This design comes from an exercise in tuning for small area, a short achievable clock period and few clock cycles on the open sky130 flow, not from production work. Only simulation tests tie the RTL to the original design; equivalence was not proved. Power is estimated from default activity; no workload was simulated.

==> flow/design.v <==
module evsub_tga (
    input  wire        clk,
    input  wire        rst_n,       
    input  wire        tirq,        
    input  wire        sf_valid,    
    output wire        sf_ready,    
    input  wire [73:0] sf_data,     
    input  wire        sf_err,      
    output wire        ev_valid,    
    input  wire        ev_ready,    
    output wire [39:0] ev_data,     
    output wire        halted       
);
    localparam [2:0] K_PPRESS = 3'd0;
    localparam [2:0] K_PMOVE  = 3'd1;
    localparam [2:0] K_PREL   = 3'd2;
    localparam [2:0] K_PEXIT  = 3'd3;
    localparam [2:0] K_KPRESS = 3'd4;
    localparam [2:0] K_KREL   = 3'd5;
    function [1:0] keyzone;
        input [15:0] x;
        begin
            if (x < 16'd107)      keyzone = 2'd0;
            else if (x < 16'd214) keyzone = 2'd1;
            else if (x < 16'd320) keyzone = 2'd2;
            else                  keyzone = 2'd3;
        end
    endfunction
    reg tirq_q;
    reg tirq_pend;
    reg in_sess;
    reg halt_r;
    wire tirq_fall = tirq_q & ~tirq;
    wire start     = ~in_sess & ~halt_r & (tirq_pend | tirq_fall);
    reg        hv, tv;
    reg [1:0]  hn, tn;              
    reg [32:0] hp0, hp1, tp0, tp1;  
    assign sf_ready = in_sess & ~tv;
    wire take     = sf_valid & sf_ready;
    wire take_ok  = take & ~sf_err;
    wire [1:0]  in_n  = sf_data[73:72];
    wire [32:0] in_p0 = sf_data[68:36];
    wire [32:0] in_p1 = sf_data[32:0];
    always @(posedge clk) begin
        tirq_q <= tirq;
        if (!rst_n) begin
            tirq_pend <= 1'b0;
            in_sess   <= 1'b0;
            halt_r    <= 1'b0;
        end else begin
            tirq_pend <= start ? (tirq_pend & tirq_fall) : (tirq_pend | tirq_fall);
            if (take) begin
                if (sf_err) begin
                    halt_r  <= 1'b1;
                    in_sess <= 1'b0;
                end else if (in_n == 2'd0) begin
                    in_sess <= 1'b0;
                end
            end else if (start) begin
                in_sess <= 1'b1;
            end
        end
    end
    assign halted = halt_r;
    reg  [1:0]  active;
    reg         ptr_valid;
    reg         ptr_id;
    reg  [31:0] last0, last1;       
    reg  [1:0]  lv;                 
    reg  [5:0]  done;               
    reg  [1:0]  wr;                 
    reg         outv;
    reg  [2:0]  o_kind;
    reg  [1:0]  o_key;
    reg         o_show;
    reg         o_id;
    wire [31:0] o_xy = o_id ? last1 : last0;
    assign ev_valid = outv;
    assign ev_data  = {2'b00, o_kind, o_key, 1'b0, o_xy & {32{o_show}}};
    wire        v0  = hn[1] | hn[0];
    wire        v1  = hn[1];
    wire        id0 = hp0[32];
    wire        id1 = hp1[32];
    wire [31:0] xy0 = hp0[31:0];
    wire [31:0] xy1 = hp1[31:0];
    wire gy0 = (hp0[15:8] == 8'd0) & (hp0[7:4] != 4'hF);    
    wire gy1 = (hp1[15:8] == 8'd0) & (hp1[7:4] != 4'hF);
    wire [1:0] kz0 = keyzone(hp0[31:16]);
    wire [1:0] kz1 = keyzone(hp1[31:16]);
    wire [1:0] kzl0 = keyzone(last0[31:16]);
    wire [1:0] kzl1 = keyzone(last1[31:16]);
    wire eqA0 = lv[0] & (xy0 == last0);
    wire eqA1 = lv[1] & (xy0 == last1);
    wire eqB0 = lv[0] & (xy1 == last0);
    wire eqB1 = lv[1] & (xy1 == last1);
    wire eqL0 = id0 ? eqA1 : eqA0;      
    wire eqL1 = id1 ? eqB1 : eqB0;      
    wire same = (id0 == id1);
    wire G0 = v0 & gy0;
    wire G1 = v1 & gy1;
    wire B0 = v0 & ~gy0 & (kz0 != 2'd3);
    wire B1 = v1 & ~gy1 & (kz1 != 2'd3);
    wire act_id0 = id0 ? active[1] : active[0];
    wire act_id1 = id1 ? active[1] : active[0];
    wire set0  = G0 & ~ptr_valid & ~act_id0;
    wire pv1   = ptr_valid | set0;
    wire pid1  = set0 ? id0 : ptr_id;
    wire c_g0  = G0 & pv1 & (pid1 == id0);
    wire e_g0  = c_g0 & ~eqL0;
    wire set1  = G1 & ~pv1 & ~act_id1;
    wire pv2   = pv1 | set1;
    wire pid2  = set1 ? id1 : pid1;
    wire c_g1  = G1 & pv2 & (pid2 == id1);
    wire g0m   = e_g0 & same & ~done[0];    
    wire eq1   = g0m ? (xy0 == xy1) : eqL1;
    wire e_g1  = c_g1 & ~eq1;
    wire act1_id1 = act_id1 | wr[id1] | g0m;
    wire ptr_id0 = pv2 & (pid2 == id0);
    wire ptr_id1 = pv2 & (pid2 == id1);
    wire e_b0  = B0 & ~ptr_id0 & ~act_id0;
    wire e_b1  = B1 & ~ptr_id1 & ~act_id1 & ~(e_b0 & same);
    wire [1:0] proc = {(v0 & id0) | (v1 & id1), (v0 & ~id0) | (v1 & ~id1)};
    wire r0  = active[0] & ~proc[0];
    wire r1  = active[1] & ~proc[1];
    wire rp0 = r0 & pv2 & ~pid2;
    wire rp1 = r1 & pv2 & pid2;
    wire [5:0] f   = {r1, r0, e_b1, e_b0, e_g1, e_g0};
    wire [5:0] rem = f & ~done;
    wire [5:0] sel = rem & ~{rem[4:0], 1'b0} & ~{rem[3:0], 2'b0} & ~{rem[2:0], 3'b0}
                         & ~{rem[1:0], 4'b0} & ~{rem[0], 5'b0};
    wire [2:0] n_kind = (sel[0] ? {2'b00, act_id0}  : 3'd0)
                      | (sel[1] ? {2'b00, act1_id1} : 3'd0)
                      | ((sel[2] | sel[3]) ? K_KPRESS : 3'd0)
                      | (sel[4] ? (rp0 ? K_PREL : K_KREL) : 3'd0)
                      | (sel[5] ? (rp1 ? K_PREL : K_KREL) : 3'd0);
    wire [1:0] n_key  = (sel[2] ? kz0 : 2'd0)
                      | (sel[3] ? kz1 : 2'd0)
                      | ((sel[4] & ~rp0) ? kzl0 : 2'd0)
                      | ((sel[5] & ~rp1) ? kzl1 : 2'd0);
    wire n_show = sel[0] | sel[1] | (sel[4] & rp0) | (sel[5] & rp1);
    wire none   = (rem == 6'd0);
    wire lastev = ((rem & ~sel) == 6'd0);
    wire o_rel  = o_show & (o_kind == K_PREL);
    wire load   = ~outv | (ev_ready & ~o_rel);
    wire pop    = hv & (none | (load & lastev));
    wire ld     = hv & ~none & load;
    wire wp0  = sel[0] | sel[2];            
    wire wp1  = sel[1] | sel[3];            
    wire wid  = wp1 ? id1 : id0;
    wire wany = wp0 | wp1;
    wire [1:0] wnow = {wany & wid, wany & ~wid};
    wire [1:0] act_n = proc & (active | wr | wnow | {e_b0 & id0, e_b0 & ~id0}
                                                  | {e_b1 & id1, e_b1 & ~id1});
    wire       pv_n  = pv2 & ~(rp0 | rp1);
    always @(posedge clk) begin
        if (!rst_n) begin
            hv        <= 1'b0;
            tv        <= 1'b0;
            outv      <= 1'b0;
            done      <= 6'd0;
            wr        <= 2'b00;
            active    <= 2'b00;
            ptr_valid <= 1'b0;
            ptr_id    <= 1'b0;
            lv        <= 2'b00;
        end else begin
            if (~hv | pop) begin
                hv <= tv | take_ok;
                if (tv) begin
                    hn <= tn; hp0 <= tp0; hp1 <= tp1;
                end else begin
                    hn <= in_n; hp0 <= in_p0; hp1 <= in_p1;
                end
            end
            if (tv)
                tv <= ~(~hv | pop);
            else
                tv <= take_ok & hv & ~pop;
            if (take) begin
                tn <= in_n; tp0 <= in_p0; tp1 <= in_p1;
            end
            if (ld) begin
                outv   <= 1'b1;
                o_kind <= n_kind;
                o_key  <= n_key;
                o_show <= n_show;
                if (sel[0] | sel[1]) o_id <= wid;
            end else if (ev_ready) begin
                if (o_rel) begin
                    o_kind <= K_PEXIT;
                    o_show <= 1'b0;
                end else begin
                    outv <= 1'b0;
                end
            end
            if (pop) begin
                done <= 6'd0;
                wr   <= 2'b00;
                if (hn == 2'd0) begin
                    active    <= 2'b00;
                    ptr_valid <= 1'b0;
                    ptr_id    <= 1'b0;
                    lv        <= 2'b00;
                end else begin
                    active    <= act_n;
                    ptr_valid <= pv_n;
                    ptr_id    <= pid2;
                    lv        <= lv | wnow;
                end
            end else if (ld) begin
                done <= done | {|sel[5:5], |sel[5:4], |sel[5:3], |sel[5:2], |sel[5:1], |sel[5:0]};
                wr   <= wr | wnow;
                lv   <= lv | wnow;
            end
        end
    end
    always @(posedge clk) begin
        if (rst_n & ld & wnow[0]) last0 <= wp0 ? xy0 : xy1;
        if (rst_n & ld & wnow[1]) last1 <= wp0 ? xy0 : xy1;
    end
endmodule
==> flow/flow/run.sh <==
#!/bin/bash
set -euo pipefail
export BUFFER_PORTS_ARGS="-buffer_cell sky130_fd_sc_hd__buf_1"
export SETUP_SLACK_MARGIN=7.5
bash standard.sh > flow_standard.log 2>&1
==> flow/standard.sh <==
#!/bin/bash
# synth_recipe.tcl (not shown) runs the flow's synth.tcl, then flattens the netlist and writes it again
# the make line also repeats each setting of config.mk as NAME=value (left out here)
make -C /OpenROAD-flow-scripts/flow DESIGN_CONFIG=/design/flow/config.mk WORK_HOME=/design/flow/orfs CLKGATE_MAP_FILE= SYNTH_SCRIPT=/design/flow/synth_recipe.tcl "${@:-finish}"
==> flow/config.mk <==
export PLATFORM = sky130hd
export DESIGN_NAME = evsub_tga
export DESIGN_NICKNAME = evsub_tga
export VERILOG_FILES = /design/flow/design.v
export SDC_FILE = /design/flow/constraint.sdc
export NUM_CORES = 4
export LEC_CHECK = 0
export CAP_MARGIN = 40
export CORE_MARGIN = 2
export CORE_UTILIZATION = 60
export SLEW_MARGIN = 40
==> flow/constraint.sdc <==
create_clock -name core_clock -period 11.0 [get_ports {clk}]
set_input_delay 2.2000 -clock core_clock [delete_from_list [all_inputs] [get_ports {clk}]]
set_output_delay 2.2000 -clock core_clock [all_outputs]
set_load 0.01 [all_outputs]
==> results of run 1 <==
==> metal layers <==
metal	GRT usage [%]	up-vias	part of all wire [%]
li1	-	4143	-
met1	48.7	4550	42
met2	53.1	580	46
met3	5.37	110	9.0
met4	10.1	0	4.0
met5	0	-	0
==> power by group through the flow <==
stage	logic, W	registers [W]	clock network (W)
after floorplan	0.000115	0.00102	0
after global placement	0.000150	0.00105	0
after detailed placement	0.000153	0.00105	0
after CTS	0.000171	0.00103	0.000754
after global routing	0.000212	0.00103	0.000785
final	0.000202	0.00103	0.000746
==> area by class of cell <==
class | instances | area, µm² | share of cell area [%]
repair inverters | 1 | 5.00 | 0.0332
multi-input cells | 700 | 5800 | 38.5
repair buffers | 199 | 1510 | 10.0
clock buffers | 28 | 616 | 4.08
well taps | 270 | 338 | 2.24
clock inverters | 13 | 95.1 | 0.630
inverters | 18 | 78.8 | 0.523
flip-flops and latches | 228 | 6640 | 44.0
==> cells in the mapped netlist (22+ instances only) <==
cell / count / area (µm²)
a21oi_1: 28 / 140
clkbuf_1: 43 / 161
edfxtp_1: 207 / 6220
mux2_2: 100 / 1130
mux2i_1: 35 / 350
nand2_1: 32 / 120
nand4_1: 35 / 219
nor2_1: 31 / 116
nor2b_1: 40 / 250
nor3_1: 22 / 110
nor4_1: 49 / 307
xnor2_1: 73 / 639
xor2_1: 92 / 806
==> state kept, by name, indices dropped and copies added, names as in the netlist, 2 cells and up <==
signal	flops
tp0	33
hn	2
tp1	33
o_key	2
lv	2
hp1	33
last1	32
wr	2
last0	32
o_kind	3
hp0	33
done	6
active	2
tn	2
==> worst reg2reg max path: cells and delay by family (launching register included) <==
family                 cells  cell delay (ns)
AND/OR/NAND/NOR            5             1.54
buffers and inverters      3             0.39
XOR/XNOR                   1             0.34
AO/OA/AOI/OAI              2             0.57
flip-flops                 1             0.50
==> metrics by stage <==
step | total power [W] | area, µm² | utilization [%] | setup WS [ns] | instances
3_3_place_gp | 0.00120 | 13000 | 64.2 | 6.28 | 1331
3_5_place_dp | 0.00120 | 13100 | 64.7 | 6.37 | 1335
2_1_floorplan | 0.00113 | 12400 | - | 6.88 | 999
5_1_grt | 0.00203 | 15100 | 74.5 | 7.02 | 1457
4_1_cts | 0.00195 | 14400 | 71.1 | 7.10 | 1404
6_report | 0.00198 | 15100 | 74.5 | 7.06 | 1457
==> repair_timing <==
item | CTS | global route
endpoints found under the hold margin | 0 | 0
setup buffers | 21 | 47
setup endpoints to repair | 258 | 247
gates resized for setup | 75 | 37
gates cloned | 7 | 6
pin swaps | 8 | 13
hold buffers | 0 | 0
==> worst max path at each step <==
stage,depth (start not counted),to,from,slack [ns]
2_1_floorplan,5,last0[0],ev_ready,6.88
3_3_place_gp,8,hp0[8],ev_ready,6.28
3_5_place_dp,9,hp1[9],ev_ready,6.37
4_1_cts,5,ev_data[21],o_id,7.10
5_1_grt,5,ev_data[21],o_id,7.02
6_report,5,ev_data[21],o_id,7.06
==> cells by family (layout without fill, tap and decap cells) <==
group | count (synthesis) | after routing | share of synthesized area (%)
AOI/OAI and AO/OA | 114 | 114 | 6.54
other | 1 | 3 | 0.0304
and+or+nand+nor | 279 | 281 | 13.4
buffers and inverters | 73 | 259 | 2.38
DFF | 228 | 228 | 53.8
xor gates and xnor gates | 165 | 165 | 11.7
adders and majority gates | 2 | 2 | 0.162
muxes | 135 | 135 | 12.0
==> cells in the final DEF, fill, tap and decap left out, drive strengths merged, types with 5 or more instances in the layout <==
cell    count
edfxtp    207
buf       194
mux2      100
xor2       92
xnor2      73
nor4       53
nor2b      40
nand4      36
mux2i      35
clkbuf     33
nand2      32
nor2       32
a21oi      28
nor3       25
dfxtp      21
nand3      21
o21ai      18
inv        17
clkinv     12
o31ai       8
a211oi      7
a21o        7
and3        7
a31oi       6
o211ai      6
or3         6
and2        6
nand2b      5
nor3b       5
==> summary.txt, run 1 <==
# TYPE chip_impl_metric gauge
chip_impl_info{name="run_status",value="complete, no violations"} 1
chip_impl_metric{name="remaining_drc_errors",unit=""} 0
chip_impl_metric{name="initial_core_util",unit="%"} 61.0
chip_impl_metric{name="timing_hold_violations_final",unit=""} 0
chip_impl_metric{name="placeableCoreArea",unit="µm²"} 20200
chip_impl_metric{name="drt_pre_antenna_iters",unit=""} 7
chip_impl_metric{name="timing.reg2reg.worst_path_depth",unit=""} 11
chip_impl_metric{name="fp.dieW",unit="µm"} 147
chip_impl_metric{name="detail_route.vias_per_cell",unit=""} 6.44
chip_impl_metric{name="finalWeightedCongestion",unit=""} 1.04
chip_impl_metric{name="wl_per_cell",unit="µm"} 26.3
chip_impl_metric{name="max_slew.worst_pin.slew",unit="ns"} 0.770
chip_impl_info{name="rsz0062_at_grt",value="true"} 1
chip_impl_metric{name="power.switching",unit="W"} 0.000487
chip_impl_metric{name="post_synth_instance_area",unit="µm²"} 12300
chip_impl_metric{name="n_fill_cell",unit=""} 1349
chip_impl_metric{name="required",unit="ns"} 8.80
chip_impl_metric{name="detail-route-antenna-nets",unit=""} 0
chip_impl_metric{name="crit_arrival",unit="ns"} 1.74
chip_impl_info{name="min_from",value="tirq_pend"} 1
chip_impl_metric{name="synthesis_to_finish_area_growth",unit="%"} 22.3
chip_impl_metric{name="grt_max_degree",unit=""} 70
chip_impl_metric{name="synth_sequential_area_ratio",unit="%"} 53.8
chip_impl_metric{name="max-slew-margin-rel",unit="%"} 48.0
chip_impl_metric{name="placementRows",unit=""} 52
chip_impl_metric{name="regToRegSetupSlack",unit="ns"} 7.36
chip_impl_metric{name="drtIter0Drc",unit=""} 964
chip_impl_metric{name="grt_pass1_wl",unit="µm"} 54700
chip_impl_metric{name="routed_wl",unit="µm"} 38300
chip_impl_metric{name="power_frac_comb",unit="%"} 10.2
chip_impl_info{name="regToRegEndpoint",value="hp0[6]"} 1
chip_impl_metric{name="cell_internal_pwr",unit="W"} 0.00149
chip_impl_metric{name="crit_path_max_fanout",unit=""} 16
chip_impl_metric{name="synth_edf_count",unit=""} 207
chip_impl_metric{name="maxClockFrequency",unit="GHz"} 0.254
chip_impl_info{name="worst_setup_path_end_kind",value="output port"} 1
chip_impl_metric{name="pin_count",unit=""} 123
chip_impl_metric{name="power.share.sequential",unit="%"} 52.0
chip_impl_metric{name="cts.sink_count",unit=""} 228
chip_impl_info{name="critPathKind",value="reg -> out"} 1
chip_impl_info{name="crit_family",value="buffers and inverters"} 1
chip_impl_info{name="cts_tree",value="done"} 1
chip_impl_metric{name="finalSetupTns",unit="ns"} 0
chip_impl_metric{name="dp.final_hpwl",unit="µm"} 25600
chip_impl_metric{name="numCtsBuffers",unit=""} 24
chip_impl_metric{name="synth-warning-count",unit=""} 1
chip_impl_metric{name="layout_worst_path_cycle_share",unit="%"} 35.8
chip_impl_metric{name="sw_frac_of_total",unit="%"} 24.6
chip_impl_metric{name="cts_h_tree_lvls",unit=""} 1
chip_impl_metric{name="drive_gt1_share",unit="%"} 26.5
chip_impl_metric{name="grt_util_all_layers",unit="%"} 33.7
chip_impl_metric{name="synth_async_sr_flop_share",unit="%"} 0
chip_impl_metric{name="path_clk_slew",unit="ns"} 0.06
chip_impl_metric{name="final.hold.worst_slack",unit="ns"} 0.483
chip_impl_metric{name="p_clk_share",unit="%"} 37.7
chip_impl_metric{name="postSynthAreaPerCell",unit="µm²"} 12.4
chip_impl_metric{name="power_density",unit="nW/µm²"} 131
chip_impl_metric{name="n_diodes",unit=""} 0
chip_impl_metric{name="critPathMaxStageDelay",unit="ns"} 0.39
chip_impl_metric{name="setup_violations",unit=""} 0
chip_impl_info{name="cts-root-buf",value="clkbuf_16"} 1
chip_impl_info{name="timing.rr.start",value="hp1[12]"} 1
chip_impl_info{name="cp_slowest_cell",value="edfxtp_1"} 1
chip_impl_metric{name="design.die.area",unit="µm²"} 21700
chip_impl_metric{name="final.min_clock_period",unit="ns"} 3.94
chip_impl_metric{name="peak_supply_drop",unit="V"} 0.000205
chip_impl_metric{name="drv_slew",unit=""} 0
chip_impl_metric{name="drv_cap",unit=""} 0
chip_impl_info{name="setup.worst_path.start_class",value="register"} 1
chip_impl_metric{name="placement.io_buffers",unit=""} 113
chip_impl_metric{name="design.final.nets",unit=""} 1252
chip_impl_metric{name="routed-via-count",unit=""} 9383
chip_impl_metric{name="number_of_antenna_violations_at_the_first_check_in_global_routing",unit=""} 0
chip_impl_metric{name="die_y_extent",unit="µm"} 147
chip_impl_metric{name="number_of_distinct_library_cells_after_synthesis",unit=""} 73
chip_impl_metric{name="worst_hold_path.num_cells",unit=""} 2
chip_impl_metric{name="path_buf_inv",unit=""} 3
chip_impl_metric{name="first_global_vias",unit=""} 8887
chip_impl_metric{name="post_synth_inst_count",unit=""} 997
chip_impl_info{name="yosys_most_used_dff",value="edfxtp_1"} 1
chip_impl_info{name="crit_path_cell_trace",value="buf_4 -> buf_12 -> mux2i_2 -> nor2b_1 -> buf_2"} 1
chip_impl_metric{name="grt_overflow_total",unit=""} 0
chip_impl_info{name="hold_path.class",value="reg -> reg"} 1
chip_impl_metric{name="finalClockSkew",unit="ns"} 0.0141
chip_impl_metric{name="synth-seq-cells",unit=""} 228
chip_impl_metric{name="insertion_delay",unit="ns"} 0.53
chip_impl_info{name="hold-path-endpoint",value="tirq_pend"} 1
chip_impl_metric{name="clock_tree.buffer_depth",unit=""} 3
chip_impl_metric{name="cellLeakagePower",unit="nW"} 5.17
Testbench counts, summed over its fixed seeds: cycles 9,355.
==> run 2, diff against run 1 <==
==> flow/flow/run.sh (replaced) <==
#!/bin/bash
set -euo pipefail
export BUFFER_PORTS_ARGS="-buffer_cell sky130_fd_sc_hd__buf_1"
bash standard.sh > flow_standard.log 2>&1
--- a/flow/config.mk
+++ b/flow/config.mk
@@ -8,4 +8,5 @@
 export CAP_MARGIN = 40
 export CORE_MARGIN = 2
 export CORE_UTILIZATION = 60
+export SETUP_SLACK_MARGIN = 5
 export SLEW_MARGIN = 40
==> summary.txt, run 2 <==
# TYPE chip_impl_metric gauge
chip_impl_info{name="worst_setup_path_end_kind",value="register"} 1
chip_impl_metric{name="wl_per_cell",unit="µm"} 25.3
chip_impl_metric{name="synth_edf_count",unit=""} 207
chip_impl_metric{name="layout_worst_path_cycle_share",unit="%"} 43.4
chip_impl_info{name="critPathKind",value="reg -> reg"} 1
chip_impl_metric{name="routed-via-count",unit=""} 8742
chip_impl_metric{name="synth_async_sr_flop_share",unit="%"} 0
chip_impl_info{name="grt_busiest_layer",value="met2"} 1
chip_impl_metric{name="drv_cap",unit=""} 0
chip_impl_metric{name="synth_sequential_area_ratio",unit="%"} 53.8
chip_impl_metric{name="yosys.area.top_type_share",unit="%"} 50.4
chip_impl_metric{name="clock_tree.buffer_depth",unit=""} 3
chip_impl_metric{name="required",unit="ns"} 11.19
chip_impl_metric{name="design.die.area",unit="µm²"} 21700
chip_impl_metric{name="synthesis_to_finish_area_growth",unit="%"} 12.3
chip_impl_metric{name="pin_count",unit=""} 123
chip_impl_metric{name="crit_arrival",unit="ns"} 4.96
chip_impl_metric{name="number_of_antenna_violations_at_the_first_check_in_global_routing",unit=""} 0
chip_impl_metric{name="timing_hold_violations_final",unit=""} 0
chip_impl_metric{name="grt_util_all_layers",unit="%"} 32.2
chip_impl_info{name="run_status",value="complete, no violations"} 1
chip_impl_metric{name="fp.dieW",unit="µm"} 147
chip_impl_metric{name="peak_supply_drop",unit="V"} 0.000138
chip_impl_metric{name="synth-seq-cells",unit=""} 228
chip_impl_metric{name="design.final.nets",unit=""} 1172
chip_impl_info{name="most_frequent_cells_after_synthesis",value="edfxtp_1 (207), mux2_2 (100), xor2_1 (92)"} 1
chip_impl_metric{name="regToRegSetupSlack",unit="ns"} 6.22
chip_impl_info{name="setup.worst_path.start_class",value="register"} 1
chip_impl_metric{name="met2_usage",unit="%"} 49.6
chip_impl_metric{name="grt_overflow_total",unit=""} 0
chip_impl_metric{name="postSynthAreaPerCell",unit="µm²"} 12.4
chip_impl_metric{name="post_synth_instance_area",unit="µm²"} 12300
chip_impl_metric{name="dp.final_hpwl",unit="µm"} 26200
chip_impl_metric{name="max_slew.worst_pin.slew",unit="ns"} 0.844
chip_impl_metric{name="detail-route-antenna-nets",unit=""} 0
chip_impl_info{name="mostFrequentLayoutCell",value="edfxtp_1"} 1
chip_impl_metric{name="cts_hold_repair.buffers",unit=""} 0
chip_impl_metric{name="drt_pre_antenna_iters",unit=""} 5
chip_impl_metric{name="maxClockFrequency",unit="GHz"} 0.209
chip_impl_metric{name="final.hold.worst_slack",unit="ns"} 0.497
chip_impl_metric{name="placementRows",unit=""} 52
chip_impl_metric{name="remaining_drc_errors",unit=""} 0
chip_impl_metric{name="finalWeightedCongestion",unit=""} 1.06
chip_impl_metric{name="finalSetupTns",unit="ns"} 0
chip_impl_metric{name="postLayoutCoreUtil",unit="%"} 68.5
chip_impl_metric{name="placement.io_buffers",unit=""} 113
chip_impl_metric{name="initial_core_util",unit="%"} 61.0
chip_impl_info{name="yosys_most_used_dff",value="edfxtp_1"} 1
chip_impl_metric{name="grt_pass1_wl",unit="µm"} 52200
chip_impl_metric{name="post_synth_inst_count",unit=""} 997
chip_impl_metric{name="die_y_extent",unit="µm"} 147
chip_impl_info{name="post-synth-top-count-cell",value="edfxtp_1"} 1
chip_impl_metric{name="power_density",unit="nW/µm²"} 147
chip_impl_metric{name="first_global_vias",unit=""} 8416
chip_impl_info{name="hold_path.class",value="reg -> reg"} 1
chip_impl_metric{name="insertion_delay",unit="ns"} 0.53
chip_impl_info{name="synthDominantAreaCellType",value="edfxtp_1"} 1
chip_impl_metric{name="timing.reg2reg.worst_path_depth",unit=""} 9
chip_impl_metric{name="post_cts_resized",unit=""} 0
chip_impl_metric{name="drv_slew",unit=""} 0
chip_impl_metric{name="synth-warning-count",unit=""} 1
chip_impl_metric{name="finalClockSkew",unit="ns"} 0.0254
chip_impl_info{name="cts_tree",value="done"} 1
chip_impl_metric{name="placeableCoreArea",unit="µm²"} 20200
chip_impl_metric{name="grt.met1_usage",unit="%"} 47.9
chip_impl_metric{name="cts.sink_count",unit=""} 228
chip_impl_metric{name="crit_path_max_fanout",unit=""} 17
chip_impl_metric{name="drive_gt1_share",unit="%"} 15.6
chip_impl_metric{name="grt_max_degree",unit=""} 70
chip_impl_metric{name="max-slew-margin-rel",unit="%"} 43.2
chip_impl_metric{name="final.min_clock_period",unit="ns"} 4.78
chip_impl_metric{name="detail_route.vias_per_cell",unit=""} 6.34
chip_impl_metric{name="postCtsSetupBuffers",unit=""} 0
chip_impl_metric{name="routed_wl",unit="µm"} 34900
chip_impl_metric{name="drtIter0Drc",unit=""} 998
chip_impl_metric{name="gr-usage-met3",unit="%"} 5.19
chip_impl_metric{name="cellLeakagePower",unit="nW"} 4.57
chip_impl_metric{name="cts_h_tree_lvls",unit=""} 1
chip_impl_metric{name="numCtsBuffers",unit=""} 23
chip_impl_metric{name="n_diodes",unit=""} 0
chip_impl_info{name="rsz0062_at_grt",value="false"} 1
chip_impl_metric{name="number_of_distinct_library_cells_after_synthesis",unit=""} 73
chip_impl_metric{name="path_clk_slew",unit="ns"} 0.06
chip_impl_metric{name="worst_hold_path.num_cells",unit=""} 2
chip_impl_info{name="cts-root-buf",value="clkbuf_16"} 1
chip_impl_info{name="synth_area_leaders",value="edfxtp_1 (50%), mux2_2 (9.1%), xor2_1 (6.5%)"} 1
chip_impl_metric{name="setup_violations",unit=""} 0
chip_impl_info{name="layout_common_cells",value="edfxtp_1 (207), buf_1 (113), mux2_2 (100)"} 1
[run 2: logic make-up (layout without fill, tap and decap cells)]
family          Yosys count  in the layout  synth area share (%)
simple gates            279            279                  13.4
fa+ha+maj                 2              2                 0.162
other cells               1              3                0.0304
flops                   228            228                  53.8
xor+xnor                165            165                  11.7
mux                     135            135                  12.0
buf+inv                  73            183                  2.38
compound gates          114            114                  6.54
[run 2: cell type report]
class                   count  area [µm²]
clock buffers              26         587
clock inverters            16         231
fillers                  1495        6380
inverters                  18        67.6
multi-input cells         698        5480
flip-flops and latches    228        6640
well taps                 270         338
repair buffers            123         510
[run 2: final timing paths]
| path | startpoint | endpoint |
|---|---|---|
| setup reg to reg | hp0[32] | last1[27] |
| hold reg to reg | tirq_pend | tirq_pend |
| setup / recovery | hp0[32] | last1[27] |
| hold / removal | tirq_pend | tirq_pend |
[run 2: power by group]
part | switching, W | leakage (nW) | total [W] | internal (W)
logic | 0.0000932 | 2.08 | 0.000158 | 0.0000645
clock network | 0.000327 | 0.398 | 0.000851 | 0.000524
registers | 0.0000523 | 2.09 | 0.00103 | 0.000978
[run 2: per-stage QoR]
step	instances	total power, W	setup WS, ns	instance area, µm²
after CTS	1379	0.00204	6.10	13800
after floorplan	999	0.00113	5.64	12300
final	1379	0.00204	6.22	13900
after global placement	1336	0.00120	5.71	13000
after global routing	1379	0.00209	5.99	13900
after detailed placement	1337	0.00120	5.88	13000
[run 2: layer usage]
layer / share of wire [%] / vias up
li1: - / 3963
met1: 44 / 4238
met2: 45 / 485
met3: 8.2 / 56
met4: 2.7 / 0
met5: 0 / -
[run 2: critical path: stages, from the launching register on]
cell and delay [ns]:
edfxtp_1 0.72, mux2_2 0.46, nor3_1 0.32, a21oi_1 0.10, nor4_1 0.71, nand3_1 0.43, a21oi_1 0.52, o21bai_1 0.25
nor2_4 0.53, buf_4 0.38
==> run 3, diff against run 2 <==
--- a/flow/design.v
+++ b/flow/design.v
@@ -111,9 +111,8 @@
     wire pv2   = pv1 | set1;
     wire pid2  = set1 ? id1 : pid1;
     wire c_g1  = G1 & pv2 & (pid2 == id1);
-    wire g0m   = e_g0 & same & ~done[0];    
-    wire eq1   = g0m ? (xy0 == xy1) : eqL1;
-    wire e_g1  = c_g1 & ~eq1;
+    wire g0m   = e_g0 & same & ~done[0];
+    wire e_g1  = c_g1 & (g0m | ~eqL1);
     wire act1_id1 = act_id1 | wr[id1] | g0m;
     wire ptr_id0 = pv2 & (pid2 == id0);
     wire ptr_id1 = pv2 & (pid2 == id1);
==> flow/flow/run.sh (replaced) <==
#!/bin/bash
set -euo pipefail
export BUFFER_PORTS_ARGS="-buffer_cell sky130_fd_sc_hd__buf_1"
export SETUP_SLACK_MARGIN=7.5
bash standard.sh > flow_standard.log 2>&1
--- a/flow/config.mk
+++ b/flow/config.mk
@@ -8,5 +8,4 @@
 export CAP_MARGIN = 40
 export CORE_MARGIN = 2
 export CORE_UTILIZATION = 60
-export SETUP_SLACK_MARGIN = 5
 export SLEW_MARGIN = 40
==> summary.txt, run 3 <==
# TYPE chip_impl_metric gauge
chip_impl_info{name="run_status",value="complete, no violations"} 1
chip_impl_metric{name="post_synth_inst_count",unit=""} 931
chip_impl_metric{name="dp.final_hpwl",unit="µm"} 24100
chip_impl_metric{name="post_synth_instance_area",unit="µm²"} 11900
chip_impl_metric{name="finalSetupTns",unit="ns"} 0
chip_impl_metric{name="design.final.nets",unit=""} 1167
chip_impl_info{name="rsz0062_at_grt",value="true"} 1
chip_impl_metric{name="numPlacedInstances",unit=""} 1281
chip_impl_metric{name="power_density",unit="nW/µm²"} 138
chip_impl_metric{name="placeableCoreArea",unit="µm²"} 19500
chip_impl_metric{name="first_global_vias",unit=""} 8582
chip_impl_metric{name="placement.io_buffers",unit=""} 113
chip_impl_metric{name="detail_route.vias_per_cell",unit=""} 6.44
chip_impl_metric{name="required",unit="ns"} 8.80
chip_impl_metric{name="finalClockSkew",unit="ns"} 0.0161
chip_impl_info{name="most_frequent_cells_after_synthesis",value="edfxtp_1 (207), xor2_1 (128), mux2_2 (101)"} 1
chip_impl_metric{name="synth_edf_count",unit=""} 207
chip_impl_metric{name="final.min_clock_period",unit="ns"} 3.91
chip_impl_metric{name="initial_core_util",unit="%"} 61.1
chip_impl_metric{name="synth_sequential_area_ratio",unit="%"} 55.8
chip_impl_metric{name="remaining_drc_errors",unit=""} 0
chip_impl_metric{name="layout_worst_path_cycle_share",unit="%"} 35.6
chip_impl_metric{name="fp.dieW",unit="µm"} 145
chip_impl_metric{name="pin_count",unit=""} 123
chip_impl_metric{name="grt_max_degree",unit=""} 44
chip_impl_metric{name="synth_async_sr_flop_share",unit="%"} 0
chip_impl_metric{name="routed-via-count",unit=""} 8819
chip_impl_metric{name="numCtsBuffers",unit=""} 24
chip_impl_metric{name="yosys.area.top_type_share",unit="%"} 52.3
chip_impl_info{name="min_from",value="done[0]"} 1
chip_impl_metric{name="instances_no_fill",unit=""} 1369
chip_impl_metric{name="finalWeightedCongestion",unit=""} 0.990
chip_impl_info{name="cts_tree",value="done"} 1
chip_impl_metric{name="n_diodes",unit=""} 0
chip_impl_metric{name="grt_overflow_total",unit=""} 0
chip_impl_metric{name="synth-seq-cells",unit=""} 228
chip_impl_metric{name="routed_wl",unit="µm"} 36100
chip_impl_info{name="yosys_most_used_dff",value="edfxtp_1"} 1
chip_impl_metric{name="max-slew-margin-rel",unit="%"} 50.1
chip_impl_info{name="synthDominantAreaCellType",value="edfxtp_1"} 1
chip_impl_metric{name="maxClockFrequency",unit="GHz"} 0.256
chip_impl_info{name="setup.worst_path.start",value="o_id"} 1
chip_impl_info{name="hold_path.class",value="reg -> reg"} 1
chip_impl_metric{name="crit_arrival",unit="ns"} 1.71
chip_impl_info{name="mostFrequentLayoutCell",value="edfxtp_1"} 1
chip_impl_metric{name="setup_violations",unit=""} 0
chip_impl_metric{name="clock_tree.buffer_depth",unit=""} 3
chip_impl_metric{name="cts_hold_repair.buffers",unit=""} 0
chip_impl_info{name="worst_setup_path_end_kind",value="output port"} 1
chip_impl_metric{name="peak_supply_drop",unit="V"} 0.000175
chip_impl_metric{name="wl_per_cell",unit="µm"} 26.4
chip_impl_metric{name="postSynthAreaPerCell",unit="µm²"} 12.8
chip_impl_metric{name="number_of_distinct_library_cells_after_synthesis",unit=""} 68
chip_impl_metric{name="drtIter0Drc",unit=""} 913
chip_impl_info{name="timing.rr.start",value="hp0[30]"} 1
chip_impl_info{name="cts-root-buf",value="clkbuf_16"} 1
chip_impl_metric{name="grt_pass1_wl",unit="µm"} 52200
chip_impl_metric{name="drv_cap",unit=""} 0
chip_impl_metric{name="placementRows",unit=""} 51
chip_impl_metric{name="grt_util_all_layers",unit="%"} 34.2
chip_impl_info{name="setup.worst_path.start_class",value="register"} 1
chip_impl_metric{name="drt_pre_antenna_iters",unit=""} 7
chip_impl_metric{name="number_of_antenna_violations_at_the_first_check_in_global_routing",unit=""} 0
chip_impl_metric{name="n_fill_cell",unit=""} 1289
chip_impl_metric{name="detail-route-antenna-nets",unit=""} 0
chip_impl_metric{name="cts_h_tree_lvls",unit=""} 1
chip_impl_info{name="synth_area_leaders",value="edfxtp_1 (52%), mux2_2 (9.6%), xor2_1 (9.4%)"} 1
chip_impl_metric{name="design.die.area",unit="µm²"} 20900
chip_impl_metric{name="crit_path_max_fanout",unit=""} 16
chip_impl_metric{name="cts.sink_count",unit=""} 228
chip_impl_metric{name="die_y_extent",unit="µm"} 145
chip_impl_metric{name="cellLeakagePower",unit="nW"} 4.95
chip_impl_info{name="layout_common_cells",value="edfxtp_1 (207), xor2_1 (128), mux2_2 (101)"} 1
chip_impl_metric{name="drv_slew",unit=""} 0
chip_impl_metric{name="insertion_delay",unit="ns"} 0.53
chip_impl_metric{name="synth-warning-count",unit=""} 1
chip_impl_info{name="post-synth-top-count-cell",value="edfxtp_1"} 1
chip_impl_info{name="critPathKind",value="reg -> out"} 1
chip_impl_metric{name="timing_hold_violations_final",unit=""} 0
chip_impl_metric{name="path_clk_slew",unit="ns"} 0.06
chip_impl_metric{name="drive_gt1_share",unit="%"} 25.0
chip_impl_metric{name="max_slew.worst_pin.slew",unit="ns"} 0.741
chip_impl_metric{name="synthesis_to_finish_area_growth",unit="%"} 20.4
[run 3: report_power, final]
part	leakage, nW	internal (W)	switching (W)
logic	2.47	0.0000634	0.0000911
registers	2.10	0.000976	0.0000408
clock network	0.375	0.000470	0.000333
[run 3: cells by family (layout without fill, tap and decap cells)]
family,Yosys count,in the layout,synth area share (%)
buffers and inverters,50,219,1.95
other,1,3,0.0316
flip-flops,228,228,55.8
multiplexers,138,138,12.7
AND/OR/NAND/NOR,263,265,13.1
XOR/XNOR,134,134,9.88
AO/OA/AOI/OAI,117,117,6.51
[run 3: final timing paths]
path / to / slack, ns / depth (start not counted)
worst max register to register: hp1[18] / 7.52 / 12
worst max-delay path: ev_data[28] / 7.09 / 5
worst min-delay path: done[0] / 0.48 / 2
worst min register to register: done[0] / 0.48 / 2
[run 3: what timing repair did]
action / CTS / global route
resized for setup: 73 / 24
setup buffers: 24 / 10
endpoints found under the setup margin: 254 / 174
pin swaps: 5 / 9
gates cloned: 9 / 2
[run 3: worst max-delay path, stage by stage, from the launching register on]
cell and delay, ns:
edfxtp_1 0.40, buf_4 0.18, buf_16 0.17, mux2i_1 0.13, nor2b_1 0.15, buf_2 0.15
[run 3: area by class of cell]
cell class | instances | area, µm² | area share [%]
flip-flops and latches | 228 | 6640 | 46.4
clock buffers | 28 | 616 | 4.30
clock inverters | 15 | 156 | 1.09
multi-input cells | 657 | 5330 | 37.3
repair buffers | 164 | 1180 | 8.25
well taps | 265 | 332 | 2.32
inverters | 12 | 52.6 | 0.367
[run 3: metrics by stage]
stage	hold WS, ns	setup slack [ns]	util [%]	cell area (µm²)	total power [W]
6_report	0.478	7.09	73.5	14300	0.00197
5_1_grt	0.507	7.03	73.5	14300	0.00202
4_1_cts	0.476	7.11	72.2	14000	0.00197
3_5_place_dp	0.448	6.54	64.9	12600	0.00116
3_3_place_gp	0.448	6.38	64.7	12600	0.00116
2_1_floorplan	0.431	6.46	-	12000	0.00110
[run 3: metal layers]
layer,routed length (µm),track usage [%]
met1,14700,45.2
met2,16800,56.3
met3,2870,6.02
met4,1780,13.8
met5,0,0
Testbench counts of run 3, summed over its fixed seeds: cycles 9,358.
==> run 4, diff against run 3 <==
--- a/flow/design.v
+++ b/flow/design.v
@@ -72,11 +72,11 @@
     reg         outv;
     reg  [2:0]  o_kind;
     reg  [1:0]  o_key;
-    reg         o_show;
-    reg         o_id;
-    wire [31:0] o_xy = o_id ? last1 : last0;
+    reg         o_id;               
+    reg         o_s0, o_s1;         
+    wire [31:0] o_xy = (last0 & {32{o_s0}}) | (last1 & {32{o_s1}});
     assign ev_valid = outv;
-    assign ev_data  = {2'b00, o_kind, o_key, 1'b0, o_xy & {32{o_show}}};
+    assign ev_data  = {2'b00, o_kind, o_key, 1'b0, o_xy};
     wire        v0  = hn[1] | hn[0];
     wire        v1  = hn[1];
     wire        id0 = hp0[32];
@@ -139,7 +139,7 @@
     wire n_show = sel[0] | sel[1] | (sel[4] & rp0) | (sel[5] & rp1);
     wire none   = (rem == 6'd0);
     wire lastev = ((rem & ~sel) == 6'd0);
-    wire o_rel  = o_show & (o_kind == K_PREL);
+    wire o_rel  = (o_s0 | o_s1) & (o_kind == K_PREL);
     wire load   = ~outv | (ev_ready & ~o_rel);
     wire pop    = hv & (none | (load & lastev));
     wire ld     = hv & ~none & load;
@@ -148,6 +148,7 @@
     wire wid  = wp1 ? id1 : id0;
     wire wany = wp0 | wp1;
     wire [1:0] wnow = {wany & wid, wany & ~wid};
+    wire n_id = (sel[0] | sel[1]) ? wid : o_id;
     wire [1:0] act_n = proc & (active | wr | wnow | {e_b0 & id0, e_b0 & ~id0}
                                                   | {e_b1 & id1, e_b1 & ~id1});
     wire       pv_n  = pv2 & ~(rp0 | rp1);
@@ -182,12 +183,14 @@
                 outv   <= 1'b1;
                 o_kind <= n_kind;
                 o_key  <= n_key;
-                o_show <= n_show;
-                if (sel[0] | sel[1]) o_id <= wid;
+                o_s0   <= n_show & ~n_id;
+                o_s1   <= n_show &  n_id;
+                o_id   <= n_id;
             end else if (ev_ready) begin
                 if (o_rel) begin
                     o_kind <= K_PEXIT;
-                    o_show <= 1'b0;
+                    o_s0   <= 1'b0;
+                    o_s1   <= 1'b0;
                 end else begin
                     outv <= 1'b0;
                 end
==> flow/flow/run.sh (replaced) <==
#!/bin/bash
set -euo pipefail
export BUFFER_PORTS_ARGS="-buffer_cell sky130_fd_sc_hd__buf_1"
export SETUP_SLACK_MARGIN=7.8
bash standard.sh > flow_standard.log 2>&1
==> summary.txt, run 4 <==
# TYPE chip_impl_metric gauge
chip_impl_metric{name="crit_path_max_fanout",unit=""} 33
chip_impl_metric{name="path_buf_inv",unit=""} 2
chip_impl_metric{name="wl_per_cell",unit="µm"} 28.1
chip_impl_info{name="worst_setup_path_end_kind",value="output port"} 1
chip_impl_info{name="hold_path.class",value="reg -> reg"} 1
chip_impl_metric{name="path_clk_slew",unit="ns"} 0.06
chip_impl_info{name="most_frequent_cells_after_synthesis",value="edfxtp_1 (208), mux2_2 (99), xnor2_1 (71)"} 1
chip_impl_metric{name="clock_tree.buffer_depth",unit=""} 3
chip_impl_info{name="rsz0062_at_grt",value="true"} 1
chip_impl_metric{name="initial_core_util",unit="%"} 61.0
chip_impl_metric{name="grt_util_all_layers",unit="%"} 35.2
chip_impl_info{name="crit_family",value="flip-flops"} 1
chip_impl_info{name="critPathKind",value="reg -> out"} 1
chip_impl_metric{name="placeableCoreArea",unit="µm²"} 18700
chip_impl_metric{name="detail_route.vias_per_cell",unit=""} 6.70
chip_impl_metric{name="synth-warning-count",unit=""} 1
chip_impl_metric{name="design.final.nets",unit=""} 1177
chip_impl_metric{name="max-slew-margin-rel",unit="%"} 41.2
chip_impl_metric{name="total_power",unit="W"} 0.00197
chip_impl_metric{name="drv_slew",unit=""} 0
chip_impl_metric{name="met2RoutedLength",unit="µm"} 17500
chip_impl_info{name="cts-root-buf",value="clkbuf_16"} 1
chip_impl_metric{name="synthXorXnorAreaFrac",unit="%"} 9.90
chip_impl_metric{name="placementRows",unit=""} 50
chip_impl_metric{name="drv_cap",unit=""} 0
chip_impl_metric{name="worst_hold_path.num_cells",unit=""} 2
chip_impl_info{name="crit_path_cell_trace",value="buf_12 -> a22o_1 -> buf_1"} 1
chip_impl_info{name="setup.worst_path.start_class",value="register"} 1
chip_impl_metric{name="path_depth",unit=""} 3
chip_impl_metric{name="numCtsBuffers",unit=""} 24
chip_impl_metric{name="grt_max_degree",unit=""} 72
chip_impl_metric{name="insertion_delay",unit="ns"} 0.53
chip_impl_metric{name="fraction_of_synthesized_area_in_multiplexers",unit="%"} 10.2
chip_impl_metric{name="pin_count",unit=""} 123
chip_impl_metric{name="postLayoutCoreUtil",unit="%"} 80.7
chip_impl_metric{name="timing.reg2reg.worst_path_depth",unit=""} 11
chip_impl_metric{name="finalSetupTns",unit="ns"} 0
chip_impl_metric{name="cellLeakagePower",unit="nW"} 5.46
chip_impl_metric{name="n_diodes",unit=""} 0
chip_impl_metric{name="synth_compound_area_share",unit="%"} 9.47
chip_impl_info{name="yosys_most_used_dff",value="edfxtp_1"} 1
chip_impl_metric{name="met3_length",unit="µm"} 3900
chip_impl_metric{name="routed_wl",unit="µm"} 37800
chip_impl_metric{name="timing_hold_violations_final",unit=""} 0
chip_impl_metric{name="drive_gt1_share",unit="%"} 33.5
chip_impl_metric{name="finalWeightedCongestion",unit=""} 0.997
chip_impl_metric{name="peak_supply_drop",unit="V"} 0.000179
chip_impl_metric{name="drtIter0Drc",unit=""} 945
chip_impl_metric{name="critPathMaxStageDelay",unit="ns"} 0.41
chip_impl_metric{name="die_y_extent",unit="µm"} 142
chip_impl_metric{name="cts.sink_count",unit=""} 229
chip_impl_metric{name="layout_worst_path_cycle_share",unit="%"} 34.6
chip_impl_metric{name="post_synth_instance_area",unit="µm²"} 11400
chip_impl_metric{name="synthesized_area_fraction_occupied_by_and_or_nand_nor_cells",unit="%"} 10.3
chip_impl_metric{name="setup_violations",unit=""} 0
chip_impl_metric{name="synth-seq-cells",unit=""} 229
chip_impl_metric{name="cts_h_tree_lvls",unit=""} 1
chip_impl_info{name="cts_tree",value="done"} 1
chip_impl_metric{name="number_of_antenna_violations_at_the_first_check_in_global_routing",unit=""} 1
chip_impl_metric{name="required",unit="ns"} 8.80
chip_impl_metric{name="detail-route-antenna-nets",unit=""} 0
chip_impl_metric{name="final.min_clock_period",unit="ns"} 3.81
chip_impl_metric{name="grt_pass1_wl",unit="µm"} 52600
chip_impl_metric{name="met1_wirelength",unit="µm"} 15000
chip_impl_metric{name="max_slew.worst_pin.slew",unit="ns"} 0.869
chip_impl_metric{name="power_density",unit="nW/µm²"} 130
chip_impl_metric{name="synthesis_to_finish_area_growth",unit="%"} 32.3
chip_impl_info{name="cp_slowest_cell",value="edfxtp_1"} 1
chip_impl_metric{name="number_of_distinct_library_cells_after_synthesis",unit=""} 68
chip_impl_metric{name="routed-via-count",unit=""} 9043
chip_impl_info{name="synth_area_leaders",value="edfxtp_1 (55%), mux2_2 (9.8%), xnor2_1 (5.4%)"} 1
chip_impl_info{name="maxUsedRoutingLayer",value="met5"} 1
chip_impl_metric{name="postSynthAreaPerCell",unit="µm²"} 13.3
chip_impl_info{name="layout_common_cells",value="edfxtp_1 (208), buf_1 (105), mux2_2 (68)"} 1
chip_impl_metric{name="synth-adder-area-share",unit="%"} 0
chip_impl_metric{name="placement.io_buffers",unit=""} 113
chip_impl_info{name="mostFrequentLayoutCell",value="edfxtp_1"} 1
chip_impl_metric{name="synth_edf_count",unit=""} 208
chip_impl_metric{name="dp.final_hpwl",unit="µm"} 23500
chip_impl_metric{name="yosys.area.top_type_share",unit="%"} 54.7
chip_impl_metric{name="remaining_drc_errors",unit=""} 0
chip_impl_info{name="run_status",value="complete, no violations"} 1
chip_impl_info{name="synthDominantAreaCellType",value="edfxtp_1"} 1
chip_impl_metric{name="fp.dieW",unit="µm"} 142
chip_impl_metric{name="crit_arrival",unit="ns"} 1.61
chip_impl_metric{name="synth_async_sr_flop_share",unit="%"} 0
chip_impl_metric{name="first_global_vias",unit=""} 8576
chip_impl_metric{name="maxClockFrequency",unit="GHz"} 0.262
chip_impl_metric{name="post_synth_inst_count",unit=""} 857
chip_impl_metric{name="synth_sequential_area_ratio",unit="%"} 58.4
chip_impl_info{name="synth_top_family_by_area",value="simple AND/OR/NAND/NOR gates"} 1
chip_impl_metric{name="drt_pre_antenna_iters",unit=""} 5
chip_impl_metric{name="finalClockSkew",unit="ns"} 0.0128
chip_impl_metric{name="grt_overflow_total",unit=""} 0
chip_impl_metric{name="design.die.area",unit="µm²"} 20100
chip_impl_info{name="post-synth-top-count-cell",value="edfxtp_1"} 1
==> run 4: cell types whose count changed in the layout (fill, tap and decap cells not counted), sizes merged, moves of 7 or more <==
cell	before	now
buf	160	232
nor4	65	37
xor2	128	58
xnor2	6	71
nand2	31	17
nor2	30	37
mux2i	36	3
clkbuf	30	41
a22o	1	33
nor2b	43	10
==> run 4: routing by layer <==
layer,track usage [%],vias to the layer above
li1,-,3809
met5,0,-
met1,50.6,4461
met4,9.05,2
met2,56.5,663
met3,5.67,108
==> run 4: final cells by class <==
| class | count | area, µm² |
|---|---|---|
| repair buffers | 241 | 1960 |
| fillers | 1013 | 3610 |
| inverters | 12 | 53.8 |
| multi-input cells | 589 | 5300 |
| well taps | 234 | 293 |
| clock buffers | 32 | 697 |
| flip-flops and latches | 229 | 6670 |
| clock inverters | 12 | 116 |
==> run 4: path summary, 6_finish.rpt <==
path,startpoint,end,slack [ns]
setup reg to reg,hp0[4],hp1[1],7.34
hold / removal,tirq_pend,tirq_pend,0.51
setup / recovery,o_s0,ev_data[27],7.19
hold reg to reg,tirq_pend,tirq_pend,0.51
==> run 4: worst reg2reg max path, delay by kind of cell, from the launching register on <==
family / cells / cell delay, ns
AND/OR/NAND/NOR: 5 / 1.91
buffers and inverters: 2 / 0.32
AO/OA/AOI/OAI: 4 / 0.69
flip-flops: 1 / 0.48
==> run 4: cell families (layout without fill, tap and decap cells) <==
logic type | count (synthesis) | count (layout)
multiplexers | 103 | 103
XOR/XNOR | 129 | 129
buffers and inverters | 44 | 297
other | 1 | 3
flip-flops | 229 | 229
AND/OR/NAND/NOR | 209 | 212
AO/OA/AOI/OAI | 142 | 142
==> run 4: stage by stage <==
step | worst slack [ns] | instances | hold WS, ns | instance area (µm²)
6_report | 7.19 | 1349 | 0.506 | 15100
5_1_grt | 7.19 | 1349 | 0.534 | 15100
4_1_cts | 7.22 | 1292 | 0.510 | 14300
3_5_place_dp | 6.61 | 1184 | 0.490 | 12200
3_3_place_gp | 6.39 | 1178 | 0.460 | 12100
2_1_floorplan | 7.43 | 859 | 0.451 | 11500
==> run 4: power by group <==
| part | total (W) | internal (W) | switching [W] | leakage, nW |
|---|---|---|---|---|
| Clock | 0.000830 | 0.000493 | 0.000337 | 0.402 |
| Combinational | 0.000137 | 0.0000643 | 0.0000724 | 2.95 |
| Sequential | 0.00100 | 0.000971 | 0.0000285 | 2.10 |
==> run 4: what timing repair did <==
item,4_1_cts,5_1_grt
gates resized for setup,127,68
buffers inserted,55,48
hold buffers,0,0
gates cloned,9,9
endpoints found under the setup margin,336,261
pin swaps,17,36
Testbench counts of run 4, summed over its fixed seeds: cycles 9,358.
==> run 5, diff against run 4 <==
==> flow/flow/run.sh (replaced) <==
#!/bin/bash
set -euo pipefail
export BUFFER_PORTS_ARGS="-buffer_cell sky130_fd_sc_hd__buf_1"
export SETUP_SLACK_MARGIN=7.5
bash standard.sh > flow_standard.log 2>&1
==> summary.txt, run 5 <==
# TYPE chip_impl_metric gauge
chip_impl_info{name="run_status",value="complete, no violations"} 1
chip_impl_info{name="cts-root-buf",value="clkbuf_16"} 1
chip_impl_metric{name="crit_arrival",unit="ns"} 1.58
chip_impl_metric{name="synthesized_area_fraction_occupied_by_and_or_nand_nor_cells",unit="%"} 10.3
chip_impl_metric{name="worst_hold_path.num_cells",unit=""} 2
chip_impl_metric{name="drt_pre_antenna_iters",unit=""} 5
chip_impl_metric{name="stdcell_area",unit="µm²"} 14000
chip_impl_metric{name="fp.dieW",unit="µm"} 142
chip_impl_metric{name="initial_core_util",unit="%"} 61.0
chip_impl_metric{name="timing_hold_violations_final",unit=""} 0
chip_impl_metric{name="cell_internal_pwr",unit="W"} 0.00147
chip_impl_metric{name="synth-adder-area-share",unit="%"} 0
chip_impl_metric{name="first_global_vias",unit=""} 8278
chip_impl_metric{name="post_synth_instance_area",unit="µm²"} 11400
chip_impl_metric{name="synth_sequential_area_ratio",unit="%"} 58.4
chip_impl_metric{name="final.min_clock_period",unit="ns"} 3.78
chip_impl_metric{name="clock_tree.buffer_depth",unit=""} 3
chip_impl_metric{name="cts.sink_count",unit=""} 229
chip_impl_metric{name="drtIter0Drc",unit=""} 805
chip_impl_metric{name="crit_path_max_fanout",unit=""} 33
chip_impl_metric{name="power.share.sequential",unit="%"} 52.8
chip_impl_metric{name="insertion_delay",unit="ns"} 0.52
chip_impl_metric{name="pre_cts_ws",unit="ns"} 6.51
chip_impl_metric{name="synth_compound_area_share",unit="%"} 9.47
chip_impl_metric{name="layout_worst_path_cycle_share",unit="%"} 34.4
chip_impl_metric{name="design.die.area",unit="µm²"} 20100
chip_impl_metric{name="placeableCoreArea",unit="µm²"} 18700
chip_impl_metric{name="postSynthAreaPerCell",unit="µm²"} 13.3
chip_impl_metric{name="fraction_of_synthesized_area_in_multiplexers",unit="%"} 10.2
chip_impl_metric{name="number_of_distinct_library_cells_after_synthesis",unit=""} 68
chip_impl_info{name="cts_tree",value="done"} 1
chip_impl_info{name="setup.worst_path.start_class",value="register"} 1
chip_impl_metric{name="placement.io_buffers",unit=""} 113
chip_impl_metric{name="peak_supply_drop",unit="V"} 0.000163
chip_impl_metric{name="grt_max_degree",unit=""} 72
chip_impl_metric{name="remaining_drc_errors",unit=""} 0
chip_impl_metric{name="detail-route-antenna-nets",unit=""} 0
chip_impl_metric{name="sw_frac_of_total",unit="%"} 22.1
chip_impl_metric{name="synthesis_to_finish_area_growth",unit="%"} 23.0
chip_impl_metric{name="pin_count",unit=""} 123
chip_impl_metric{name="cellLeakagePower",unit="nW"} 4.84
chip_impl_metric{name="maxClockFrequency",unit="GHz"} 0.265
chip_impl_metric{name="p_clk_share",unit="%"} 40.8
chip_impl_info{name="critPathKind",value="reg -> out"} 1
chip_impl_info{name="hold_path.class",value="reg -> reg"} 1
chip_impl_metric{name="synth_edf_count",unit=""} 208
chip_impl_info{name="post-synth-top-count-cell",value="edfxtp_1"} 1
chip_impl_info{name="synth_top_family_by_area",value="simple AND/OR/NAND/NOR gates"} 1
chip_impl_metric{name="power_frac_comb",unit="%"} 6.4
chip_impl_info{name="yosys_most_used_dff",value="edfxtp_1"} 1
chip_impl_metric{name="grt_overflow_total",unit=""} 0
chip_impl_metric{name="synth-seq-cells",unit=""} 229
chip_impl_metric{name="yosys.area.top_type_share",unit="%"} 54.7
chip_impl_metric{name="setup_violations",unit=""} 0
chip_impl_metric{name="die_y_extent",unit="µm"} 142
chip_impl_metric{name="multiInputGateArea",unit="µm²"} 5070
chip_impl_metric{name="placementRows",unit=""} 50
chip_impl_metric{name="place_area",unit="µm²"} 12200
chip_impl_metric{name="numCtsBuffers",unit=""} 24
chip_impl_metric{name="timing.reg2reg.worst_path_depth",unit=""} 13
chip_impl_metric{name="postLayoutCoreUtil",unit="%"} 75.1
chip_impl_metric{name="path_clk_slew",unit="ns"} 0.06
chip_impl_metric{name="max_slew.worst_pin.slew",unit="ns"} 0.867
chip_impl_metric{name="routed-via-count",unit=""} 8538
chip_impl_info{name="most_frequent_cells_after_synthesis",value="edfxtp_1 (208), mux2_2 (99), xnor2_1 (71)"} 1
chip_impl_metric{name="instances_no_fill",unit=""} 1293
chip_impl_metric{name="power.switching",unit="W"} 0.000418
chip_impl_metric{name="design.final.nets",unit=""} 1123
chip_impl_metric{name="n_fill_cell",unit=""} 1167
chip_impl_metric{name="cts_hold_repair.buffers",unit=""} 0
chip_impl_metric{name="finalWeightedCongestion",unit=""} 0.973
chip_impl_metric{name="numPlacedInstances",unit=""} 1183
chip_impl_info{name="worst_setup_path_end_kind",value="output port"} 1
chip_impl_metric{name="grt_pass1_wl",unit="µm"} 50900
chip_impl_metric{name="required",unit="ns"} 8.80
chip_impl_metric{name="finalWorstSetupSlack",unit="ns"} 7.22
chip_impl_metric{name="synthXorXnorAreaFrac",unit="%"} 9.90
chip_impl_metric{name="synth-warning-count",unit=""} 1
chip_impl_info{name="synthDominantAreaCellType",value="edfxtp_1"} 1
chip_impl_metric{name="drv_cap",unit=""} 0
chip_impl_info{name="mostFrequentLayoutCell",value="edfxtp_1"} 1
chip_impl_metric{name="post_synth_inst_count",unit=""} 857
chip_impl_metric{name="seq_area",unit="µm²"} 6670
chip_impl_metric{name="finalClockSkew",unit="ns"} 0.00986
chip_impl_metric{name="drive_gt1_share",unit="%"} 26.6
chip_impl_metric{name="routed_wl",unit="µm"} 34900
chip_impl_metric{name="wl_per_cell",unit="µm"} 27.0
chip_impl_metric{name="power_density",unit="nW/µm²"} 135
chip_impl_info{name="layout_common_cells",value="edfxtp_1 (208), buf_1 (112), mux2_2 (99)"} 1
chip_impl_info{name="synth_area_leaders",value="edfxtp_1 (55%), mux2_2 (9.8%), xnor2_1 (5.4%)"} 1
chip_impl_metric{name="grt_util_all_layers",unit="%"} 34.0
chip_impl_metric{name="detail_route.vias_per_cell",unit=""} 6.60
chip_impl_metric{name="dp.final_hpwl",unit="µm"} 23200
chip_impl_metric{name="n_diodes",unit=""} 0
chip_impl_metric{name="finalSetupTns",unit="ns"} 0
chip_impl_metric{name="cts_h_tree_lvls",unit=""} 1
chip_impl_info{name="rsz0062_at_grt",value="true"} 1
chip_impl_metric{name="synth_async_sr_flop_share",unit="%"} 0
chip_impl_metric{name="number_of_antenna_violations_at_the_first_check_in_global_routing",unit=""} 0
chip_impl_metric{name="max-slew-margin-rel",unit="%"} 41.7
chip_impl_metric{name="drv_slew",unit=""} 0
[run 5: cell counts after synthesis]
No cell type changed its count.
[run 5: power groups by stage]
stage	registers (W)	clock network, W	logic [W]
floorplan	0.00100	0	0.0000608
global placement	0.00102	0	0.0000890
detailed placement	0.00102	0	0.0000930
CTS	0.000996	0.000779	0.000113
global route	0.00100	0.000808	0.000129
finish	0.000998	0.000771	0.000122
[run 5: worst paths after layout]
| path | end | slack [ns] | start |
|---|---|---|---|
| setup / recovery | ev_data[25] | 7.22 | o_s0 |
| hold / removal | tirq_pend | 0.48 | tirq_pend |
| setup reg to reg | hp1[8] | 7.43 | hp0[10] |
| hold reg to reg | tirq_pend | 0.48 | tirq_pend |
[run 5: per-stage QoR]
| step | hold WS (ns) | power (W) |
|---|---|---|
| 4_1_cts | 0.487 | 0.00189 |
| 3_3_place_gp | 0.459 | 0.00110 |
| 6_report | 0.482 | 0.00189 |
| 3_5_place_dp | 0.478 | 0.00111 |
| 2_1_floorplan | 0.451 | 0.00107 |
| 5_1_grt | 0.506 | 0.00194 |
[run 5: layer usage]
metal	GRT usage [%]	share of wire, %	up-vias	routed length, µm
met5	0	0	-	0
met4	8.11	2.4	0	835
met3	5.77	8.9	61	3120
met2	55.3	48	484	16700
met1	48.4	41	4278	14200
li1	-	-	3715	-
[run 5: cell type report]
cell class,count,area share [%]
tap,234,2.09
timing repair buffer,184,8.63
clock inverter,14,0.927
clock buffer,28,4.38
multi-input combinational,592,36.1
inverter,12,0.374
sequential,229,47.5
[run 5: cell families (layout without fill, tap and decap cells)]
family,Yosys count,in the layout
AOI/OAI and AO/OA,142,142
buffers and inverters,44,238
muxes,103,103
DFF,229,229
xor gates and xnor gates,129,129
and+or+nand+nor,209,215
other,1,3
[run 5: what timing repair did]
action                                 CTS  global route
endpoints found under the hold margin    0             0
gates resized for setup                 52            36
pin swaps                               18            18
setup buffers                           38            20
gates cloned                             5             5
setup endpoints to repair              252           269
[run 5: critical path, cell delays in order (launching register included)]
cell,delay (ns)
edfxtp_1,0.42
buf_12,0.19
a22o_4,0.29
buf_1,0.13

## afterwards: timing with drivers on the ports
How much do the figures lean on ideal ports? The routed layouts below were timed once more, with nothing changed but the port constraints.
Step 1 (the two cells are an assumption about what drives the block):
set clk [get_ports {clk}]
set_driving_cell -lib_cell sky130_fd_sc_hd__clkbuf_16 $clk
set_driving_cell -lib_cell sky130_fd_sc_hd__buf_2 [delete_from_list [all_inputs] $clk]
Step 2 moves the port delays by t, midway between the first and last clock arrival at a register: inputs arrive t later, outputs are due t later. That takes back most of the time a late clock gives input paths.
Three values: ideal, step 1, step 2; two values: the first two.
run | t, ns | setup slack, ns | pins driven straight from the clock port
run 1 | 0.574 | 7.062 / 7.010 / 6.765 | 1
run 2 | 0.561 | 6.225 / 6.225 / 5.855 | 1
run 3 | 0.566 | 7.089 / 7.044 / 6.874 | 1
run 4 | 0.564 | 7.189 / 7.145 / 7.165 | 1
run 5 | 0.560 | 7.220 / 7.174 / 7.010 | 1
After both steps setup and hold are still met in every run listed. The setup slack of run 2, which loses most, moves by 0.000 ns with the drivers and by -0.370 ns with both steps.
